What follows belongs to an exercise in optimizing a design on an open flow for small area, a short achievable clock period and few clock cycles; a production flow would make more cautious choices.
Function not checked in this run: the RTL went through the layout flow alone.
Power and IR drop assume default switching activity.

`run.sh`:
```
#!/bin/bash
# synth_recipe.tcl (not shown) runs the flow's synth.tcl, then flattens the netlist and writes it again
# the make line also repeats each setting of config.mk as NAME=value (left out here)
make -C /OpenROAD-flow-scripts/flow DESIGN_CONFIG=/design/flow/config.mk WORK_HOME=/design/flow/orfs CLKGATE_MAP_FILE= SYNTH_SCRIPT=/design/flow/synth_recipe.tcl finish
```
`config.mk`:
```
export PLATFORM = sky130hd
export DESIGN_NAME = rx_framer
export DESIGN_NICKNAME = rx_framer
export VERILOG_FILES = /design/flow/design.v
export SDC_FILE = /design/flow/constraint.sdc
export NUM_CORES = 4
export LEC_CHECK = 0
export CAP_MARGIN = 20
export CORE_MARGIN = 2
export CORE_UTILIZATION = 50
export SLEW_MARGIN = 20
```
`constraint.sdc`:
```
create_clock -name core_clock -period 10.0 [get_ports {clk}]
set_input_delay 2.0000 -clock core_clock [delete_from_list [all_inputs] [get_ports {clk}]]
set_output_delay 2.0000 -clock core_clock [all_outputs]
set_load 0.01 [all_outputs]
```
`design.v`:
```
module rx_framer (
    input  wire        clk,
    input  wire        rst,             
    input  wire        poll_valid,
    output reg         poll_ready,
    input  wire        poll_has_byte,   
    input  wire [7:0]  poll_byte,
    input  wire [31:0] poll_now,        
    output reg         resp_valid,
    output reg         resp_inact,      
    output reg         resp_frame_ok,   
    output reg         resp_crc_err,    
    output reg         fo_valid,
    output reg  [7:0]  fo_data
);
    localparam [7:0]  HEADER1     = 8'hAA;
    localparam [7:0]  HEADER2     = 8'h55;
    localparam [7:0]  TERMINATOR  = 8'h0D;
    localparam [7:0]  MAX_PAYLOAD = 8'd121;
    localparam [31:0] INACT_MS    = 32'd1500;
    localparam        NCH         = 123;    
    localparam [2:0]  MAXOUT      = 3'd4;   
    reg        s0_v, s0_has;
    reg [7:0]  s0_b;
    reg [31:0] s0_now;
    always @(posedge clk) begin
        s0_v   <= poll_valid & poll_ready & ~rst;
        s0_has <= poll_has_byte;
        s0_b   <= poll_byte;
        s0_now <= poll_now;
    end
    reg [31:0] t_last;
    always @(posedge clk)
        if (s0_v & s0_has)
            t_last <= s0_now;
    wire [31:0] elapsed = s0_now - t_last;
    reg       s1_v, s1_has, s1_e;
    reg [7:0] s1_b;
    reg       s1_h1, s1_h2, s1_ack, s1_len, s1_term;
    always @(posedge clk) begin
        s1_v    <= s0_v & ~rst;
        s1_has  <= s0_has;
        s1_e    <= elapsed > INACT_MS;
        s1_b    <= s0_b;
        s1_h1   <= s0_b == HEADER1;
        s1_h2   <= s0_b == HEADER2;
        s1_ack  <= s0_b[7:1] == 7'd0;
        s1_len  <= s0_b <= MAX_PAYLOAD;
        s1_term <= s0_b == TERMINATOR;
    end
    localparam [3:0] F_IDLE = 4'd0, F_SH1 = 4'd1, F_SH2 = 4'd2, F_SLEN = 4'd3,
                     F_PAY  = 4'd4, F_CLO = 4'd5, F_CHI = 4'd6, F_TERM = 4'd7,
                     F_DISC = 4'd8;
    reg [3:0] fst;
    reg [6:0] rem;           
    reg [6:0] len;           
    reg       ack;           
    reg       fack;          
    reg       s2_v, s2_inact, s2_wr, s2_crst, s2_cstep, s2_done;
    reg [7:0] s2_b;
    wire      inact = s1_v && (fst != F_IDLE) && s1_e;
    wire [3:0] fst0 = inact ? F_IDLE : fst;
    reg [3:0] fst_n;
    reg       wr_n, crst_n, cstep_n, done_n;
    always @(*) begin
        fst_n   = fst0;
        wr_n    = 1'b0;
        crst_n  = 1'b0;
        cstep_n = 1'b0;
        done_n  = 1'b0;
        if (s1_has) begin
            case (fst0)
                F_IDLE: if (s1_h1) begin fst_n = F_SH1; crst_n = 1'b1; end
                F_SH1:
                    if (s1_h2)      begin fst_n = F_SH2; cstep_n = 1'b1; end
                    else if (s1_h1) begin fst_n = F_SH1; crst_n = 1'b1; end
                    else            fst_n = F_IDLE;
                F_SH2:
                    if (s1_ack)     begin fst_n = F_SLEN; cstep_n = 1'b1; end
                    else if (s1_h1) begin fst_n = F_SH1; crst_n = 1'b1; end
                F_SLEN:
                    if (s1_len) begin
                        fst_n = (s1_b[6:0] == 7'd0) ? F_CLO : F_PAY;
                        cstep_n = 1'b1;
                    end else if (s1_h1) begin fst_n = F_SH1; crst_n = 1'b1; end
                    else fst_n = F_IDLE;
                F_PAY: begin
                    if (rem == 7'd1) fst_n = F_CLO;
                    cstep_n = 1'b1; wr_n = 1'b1;
                end
                F_CLO: begin fst_n = F_CHI; cstep_n = 1'b1; wr_n = 1'b1; end
                F_CHI: begin fst_n = F_TERM; cstep_n = 1'b1; wr_n = 1'b1; end
                F_TERM:
                    if (s1_term) begin fst_n = F_IDLE; done_n = 1'b1; end
                    else fst_n = F_DISC;
                default:  
                    if (s1_h1) begin fst_n = F_SH1; crst_n = 1'b1; end
            endcase
        end
    end
    always @(posedge clk) begin
        if (rst) begin
            fst  <= F_IDLE;
            s2_v <= 1'b0;
        end else begin
            s2_v <= s1_v;
            if (s1_v) begin
                fst <= fst_n;
                if (s1_has && fst0 == F_SH2) ack <= s1_b[0];
                if (s1_has && fst0 == F_SLEN) begin
                    len <= s1_b[6:0];
                    rem <= s1_b[6:0];
                end
                if (s1_has && fst0 == F_PAY)
                    rem <= rem - 7'd1;
                if (done_n)
                    fack <= ack;
            end
        end
        s2_inact <= inact;
        s2_wr    <= s1_v & wr_n;
        s2_crst  <= s1_v & crst_n;
        s2_cstep <= s1_v & cstep_n;
        s2_done  <= s1_v & done_n;
        s2_b     <= s1_b;
    end
    reg [15:0] crc;
    reg [15:0] crc_step;
    integer k;
    always @(*) begin
        crc_step = crc ^ {8'h00, s2_b};
        for (k = 0; k < 8; k = k + 1)
            crc_step = crc_step[0] ? ((crc_step >> 1) ^ 16'hA001) : (crc_step >> 1);
    end
    localparam [15:0] CRC_H1 = 16'h3F3F;
    always @(posedge clk) begin
        if (s2_crst)
            crc <= CRC_H1;
        else if (s2_cstep)
            crc <= crc_step;
    end
    wire oshift;                               
    reg [8*NCH-1:0] chain;
    always @(posedge clk)
        if (s2_wr | oshift)
            chain <= {chain[8*NCH-9:0], s2_b};
    wire r_v     = s2_v;
    wire r_inact = s2_inact;
    wire r_ok    = s2_done & (crc == 16'h0000);
    wire r_err   = s2_done & (crc != 16'h0000);
    reg [2:0] q_inact, q_ok, q_err;    
    reg [1:0] q_n;
    reg       busy;
    reg [4:0] ph;                      
    reg [6:0] ocr;                     
    reg       pend_inact;
    reg [2:0] nout;                    
    wire q_ne = (q_n != 2'd0);
    wire src_v     = q_ne | r_v;
    wire src_inact = q_ne ? q_inact[0] : r_inact;
    wire src_ok    = q_ne ? q_ok[0]    : r_ok;
    wire src_err   = q_ne ? q_err[0]   : r_err;
    wire take = ~busy & src_v;         
    wire pop  = take & q_ne;
    wire push = r_v & (busy | q_ne);
    assign oshift = busy & ph[3];
    reg [7:0] ch_rd;
    integer j;
    always @(*) begin
        ch_rd = 8'h00;
        for (j = 1; j < NCH; j = j + 1)
            if (len == j - 1)
                ch_rd = chain[8*j +: 8];
    end
    wire resp_n = busy ? ph[4] : (take & ~src_ok);
    always @(posedge clk) begin
        if (rst) begin
            q_n        <= 2'd0;
            busy       <= 1'b0;
            resp_valid <= 1'b0;
            fo_valid   <= 1'b0;
            nout       <= 3'd0;
            poll_ready <= 1'b1;
        end else begin
            if (pop) begin
                q_inact <= {1'b0, q_inact[2:1]};
                q_ok    <= {1'b0, q_ok[2:1]};
                q_err   <= {1'b0, q_err[2:1]};
            end
            if (push) begin
                case (q_n - {1'b0, pop})
                    2'd0: begin q_inact[0] <= r_inact; q_ok[0] <= r_ok; q_err[0] <= r_err; end
                    2'd1: begin q_inact[1] <= r_inact; q_ok[1] <= r_ok; q_err[1] <= r_err; end
                    default: begin q_inact[2] <= r_inact; q_ok[2] <= r_ok; q_err[2] <= r_err; end
                endcase
            end
            q_n <= q_n + {1'b0, push} - {1'b0, pop};
            resp_valid <= resp_n;
            fo_valid   <= 1'b0;
            if (busy) begin
                fo_valid <= 1'b1;
                if (ph[3]) begin
                    ocr <= ocr - 7'd1;
                    if (ocr == 7'd1) ph <= 5'b10000;
                end else begin
                    ph <= {ph[3:0], 1'b0};
                end
                if (ph[4]) busy <= 1'b0;
            end else if (take & src_ok) begin
                busy       <= 1'b1;
                fo_valid   <= 1'b1;
                ph         <= 5'b00001;
                ocr        <= len + 7'd2;
                pend_inact <= src_inact;
            end
            nout       <= nout + {2'd0, s0_v} - {2'd0, resp_n};
            poll_ready <= (nout + {2'd0, s0_v} - {2'd0, resp_n} + {2'd0, poll_ready}) < MAXOUT;
        end
    end
    always @(posedge clk) begin
        if (busy) begin
            resp_inact    <= pend_inact;
            resp_frame_ok <= 1'b1;
            resp_crc_err  <= 1'b0;
        end else begin
            resp_inact    <= src_inact;
            resp_frame_ok <= 1'b0;
            resp_crc_err  <= src_err;
        end
        case (1'b1)
            ~busy:  fo_data <= HEADER1;
            ph[0]:  fo_data <= HEADER2;
            ph[1]:  fo_data <= {7'd0, fack};
            ph[2]:  fo_data <= {1'b0, len};
            ph[3]:  fo_data <= ch_rd;
            default: fo_data <= TERMINATOR;
        endcase
    end
endmodule
```
==> impl_metrics.py <==
metrics = {
    "die": {
        "start_util_pct": 50.2,
        "chipWidth_um": 318,
        "std_cell_rows": 115,
        "dieArea_mm2": 0.101,
        "core_mm2": 0.0978,
        "io_pins": 58,
        "die_h_um": 318,
    },
    "finish": {
        "nets": 3863,
        "stdcell_count": 5161,
        "finalCoreUtilization_pct": 56.7,
        "layout-drive-gt1-share_pct": 8.99,
        "design_area_mm2": 0.0555,
        "syn2layout_area_growth_pct": 12.9,
        "fillCellCount": 7917,
    },
    "timing": {
        "fmaxAchievable_mhz": 155,
        "fin_crit_ps": 6430,
        "drv_slew": 0,
        "period_share_pct": 64.3,
        "relSlewSlack_pct": 12.0,
        "setup_viol": 0,
        "hold_viol": 0,
        "holdWs_ps": 334,
        "fin_setup_tns_ps": 0,
        "rsz0062_at_grt": "false",
        "skew_ps": 45.2,
        "tightest_slew_ps": 1310,
    },
    "drt": {
        "dr.pass1.iters": 8,
        "finalWirelength_mm": 165,
        "drtIter0Drc": 5949,
        "vias": 35400,
        "postRouteAntennaNets": 0,
        "viasPerCell": 6.86,
        "post_drt_wl_per_cell_um": 31.9,
        "drc": 0,
    },
    "synthesis": {
        "ys_seq_area_share_pct": 69.0,
        "synth_top_cell_by_area": "edfxtp_1",
        "synth-seq-cells": 1166,
        "yosys_warnings": 1,
        "ys_dominant_reg_cell": "edfxtp_1",
        "synth-edff-count": 1054,
        "synth_common_cells": "1054 x edfxtp_1, 293 x nand2_1, 280 x nor2_1",
        "syn-num-nets": 3788,
        "yosysMostFrequentCell": "edfxtp_1",
        "ys_types": 104,
        "yosys.area.top_type_share_pct": 64.4,
        "async_reset_ff_share_pct": 0,
        "ys_top_cells_by_area": "edfxtp_1 64%, dfxtp_1 4.6%, o21ai_0 2.5%",
        "syn_area_mm2": 0.0492,
        "postSynthCellCount": 3701,
        "avgSynthCellArea_um2": 13.3,
    },
    "worst_setup_path": {
        "worst-path-buf-inv": 3,
        "cp_cell_sequence": "buf_4, buf_4, nor2b_2, nand2_1, buf_4, nor2_1, a222oi_1, nand3_1, a211oi_1, nand4_1, or4b_1, o211ai_1, a21oi_1",
        "critical_path_arrival_ps": 7030,
        "critPathKind": "reg2reg",
        "critical_path.top_delay_family": "simple AND/OR/NAND/NOR gates",
        "max_stage_delay_ps": 860,
        "start_kind": "flip-flop",
        "cp-end-kind": "flip-flop",
        "crit_slowest_cell": "a211oi_1",
        "worstPathMaxFanout": 59,
        "reg2reg_slack_ps": 3570,
        "crit_top_cell": "buf_4",
        "required_ps": 10600,
    },
    "clocking": {
        "htree_levels": 4,
        "postCtsResizedCells": 0,
        "cts_inserted_buffers": 131,
        "clock-sinks": 1166,
        "cts_tree": "built",
        "clockBufferDepth": 3,
        "ctsHoldBuffers": 0,
        "clk_pin_slew_worst_paths_ps": 60,
        "clock_latency_ps": 760,
        "cts_root_buffer": "clkbuf_16",
        "cts_setup_buffers": 0,
    },
    "power": {
        "max-vdd-ir-drop_mv": 0.161,
        "p_leak_nw": 16.1,
        "power.density_mw_per_mm2": 203,
    },
    "global_route": {
        "grt_overflow": 0,
        "grt_pass1_vias": 34700,
        "grt_usage_pct": 32.2,
        "grt_antenna_before_repair": 6,
        "grt_pass1_wl_mm": 240,
        "grt_max_degree": 193,
    },
    "outcome": {
        "outcome": "complete, no violations",
    },
    "place": {
        "place_hpwl_mm": 107,
        "portBuffers": 57,
        "dpl.cell_count": 4930,
        "placed_area_mm2": 0.0512,
        "gp_congestion": 0.959,
    },
    "worst_hold_path": {
        "min_path_type": "reg2reg",
    },
    "run": {
        "maxCapViolCount": 0,
    },
}
metrics by stage:
stage	power, mW	setup slack [ps]
2_1_floorplan	6.37	1740
3_3_place_gp	6.46	4080
3_5_place_dp	6.49	3920
4_1_cts	11.3	3900
5_1_grt	11.6	3630
6_report	11.3	3570
routing by layer:
| layer | track usage (%) | part of all wire, % | vias to the layer above |
|---|---|---|---|
| met3 | 7.79 | 12 | 519 |
| met1 | 43.3 | 37 | 17500 |
| li1 | - | - | 14800 |
| met4 | 17.7 | 6.1 | 8 |
| met2 | 48.5 | 44 | 2622 |
| met5 | 0 | 0.032 | - |
power breakdown:
group | leakage (nW) | switching (mW) | internal (mW)
registers | 8.40 | 0.132 | 5.60
clock network | 2.08 | 1.98 | 2.89
logic | 5.61 | 0.445 | 0.218
total | 16.1 | 2.55 | 8.71
final timing paths:
path | startpoint | endpoint | cells past startpoint
worst max register to register | len[0] | fo_data[5] | 13
worst max-delay path | len[0] | fo_data[5] | 13
worst min-delay path | s1_b[7] | s2_b[7] | 0
worst min register to register | s1_b[7] | s2_b[7] | 0
logic make-up (layout without fill, tap and decap cells):
group | Yosys count | after routing | share of synthesized area, %
buffers and inverters | 277 | 448 | 2.56
other | 0 | 2 | 0
DFF | 1166 | 1166 | 69.0
adders and majority gates | 43 | 43 | 1.13
and+or+nand+nor | 928 | 928 | 9.15
xor gates and xnor gates | 56 | 56 | 0.998
muxes | 49 | 49 | 1.10
AOI/OAI and AO/OA | 1182 | 1182 | 16.1
layout by cell type (no fill, tap or decap), types with 18 or more instances in the layout:
cell,synthesis,routed
edfxtp_1,1054,1054
nand2_1,293,293
nor2_1,280,280
o21ai_0,250,250
a21oi_1,236,236
clkbuf_16,0,140
o22ai_1,127,127
dfxtp_1,112,112
a22oi_1,82,82
buf_4,15,82
inv_1,72,72
nor3_1,67,65
clkdlybuf4s50_1,0,57
nand3_1,55,55
a221oi_1,55,55
a211oi_1,48,48
a31oi_1,42,42
ha_1,41,41
o211ai_1,38,38
xnor2_1,37,37
o221ai_1,36,36
mux2i_1,35,35
nor4_1,31,31
nor2b_1,30,29
clkbuf_1,100,29
o2111ai_1,23,23
a2111oi_0,26,23
nand2b_1,23,22
clkinv_1,2,21
xor2_1,19,19
nand4_1,19,19
a22o_1,19,19
a222oi_1,19,19
a21o_1,18,18
area by class of cell:
type,instances,area [µm²],share of cell area (%)
Antenna cell,2,5.00,0.00902
Clock buffer,174,3680,6.64
Clock inverter,55,596,1.07
Inverter,74,278,0.501
Multi-Input combinational cell,2258,14100,25.5
Sequential cell,1166,33900,61.1
Tap cell,1287,1610,2.90
Timing Repair Buffer,145,1270,2.29
registers in the layout (all words and copies together) (netlist names), 2 cells and up:
signal / flops
q_ok: 3
rem: 7
s0_b: 8
s2_b: 8
t_last: 32
q_n: 2
fo_data: 8
ocr: 7
ph: 5
len: 7
q_err: 3
s0_now: 32
nout: 3
fst: 4
s1_b: 8
crc: 16
q_inact: 3
chain: 984

re-timing with driven ports:
Ports are ideal in the flow. The routed layout listed here was re-timed in OpenROAD. Step 1 assumes that a clkbuf_16 drives the clock port and a buf_2 every other input. Step 2 adds t to the input delays and takes it off the output delays; t is the mean of the earliest and latest rising clock arrival at the registers after step 1. Input paths then give back, and output paths get back, about the clock's delay inside the block. Slacks: no drivers / after step 1 / after step 2; pairs: no drivers / after step 1.
t (ns): 0.804
setup WS [ns]: 3.568 / 3.568 / 3.568
worst slew at a driven data input, ns: 0.05
After both steps this run still meets setup and hold. The setup slack of this run moves by 0.000 ns with the drivers and by 0.000 ns with both steps.
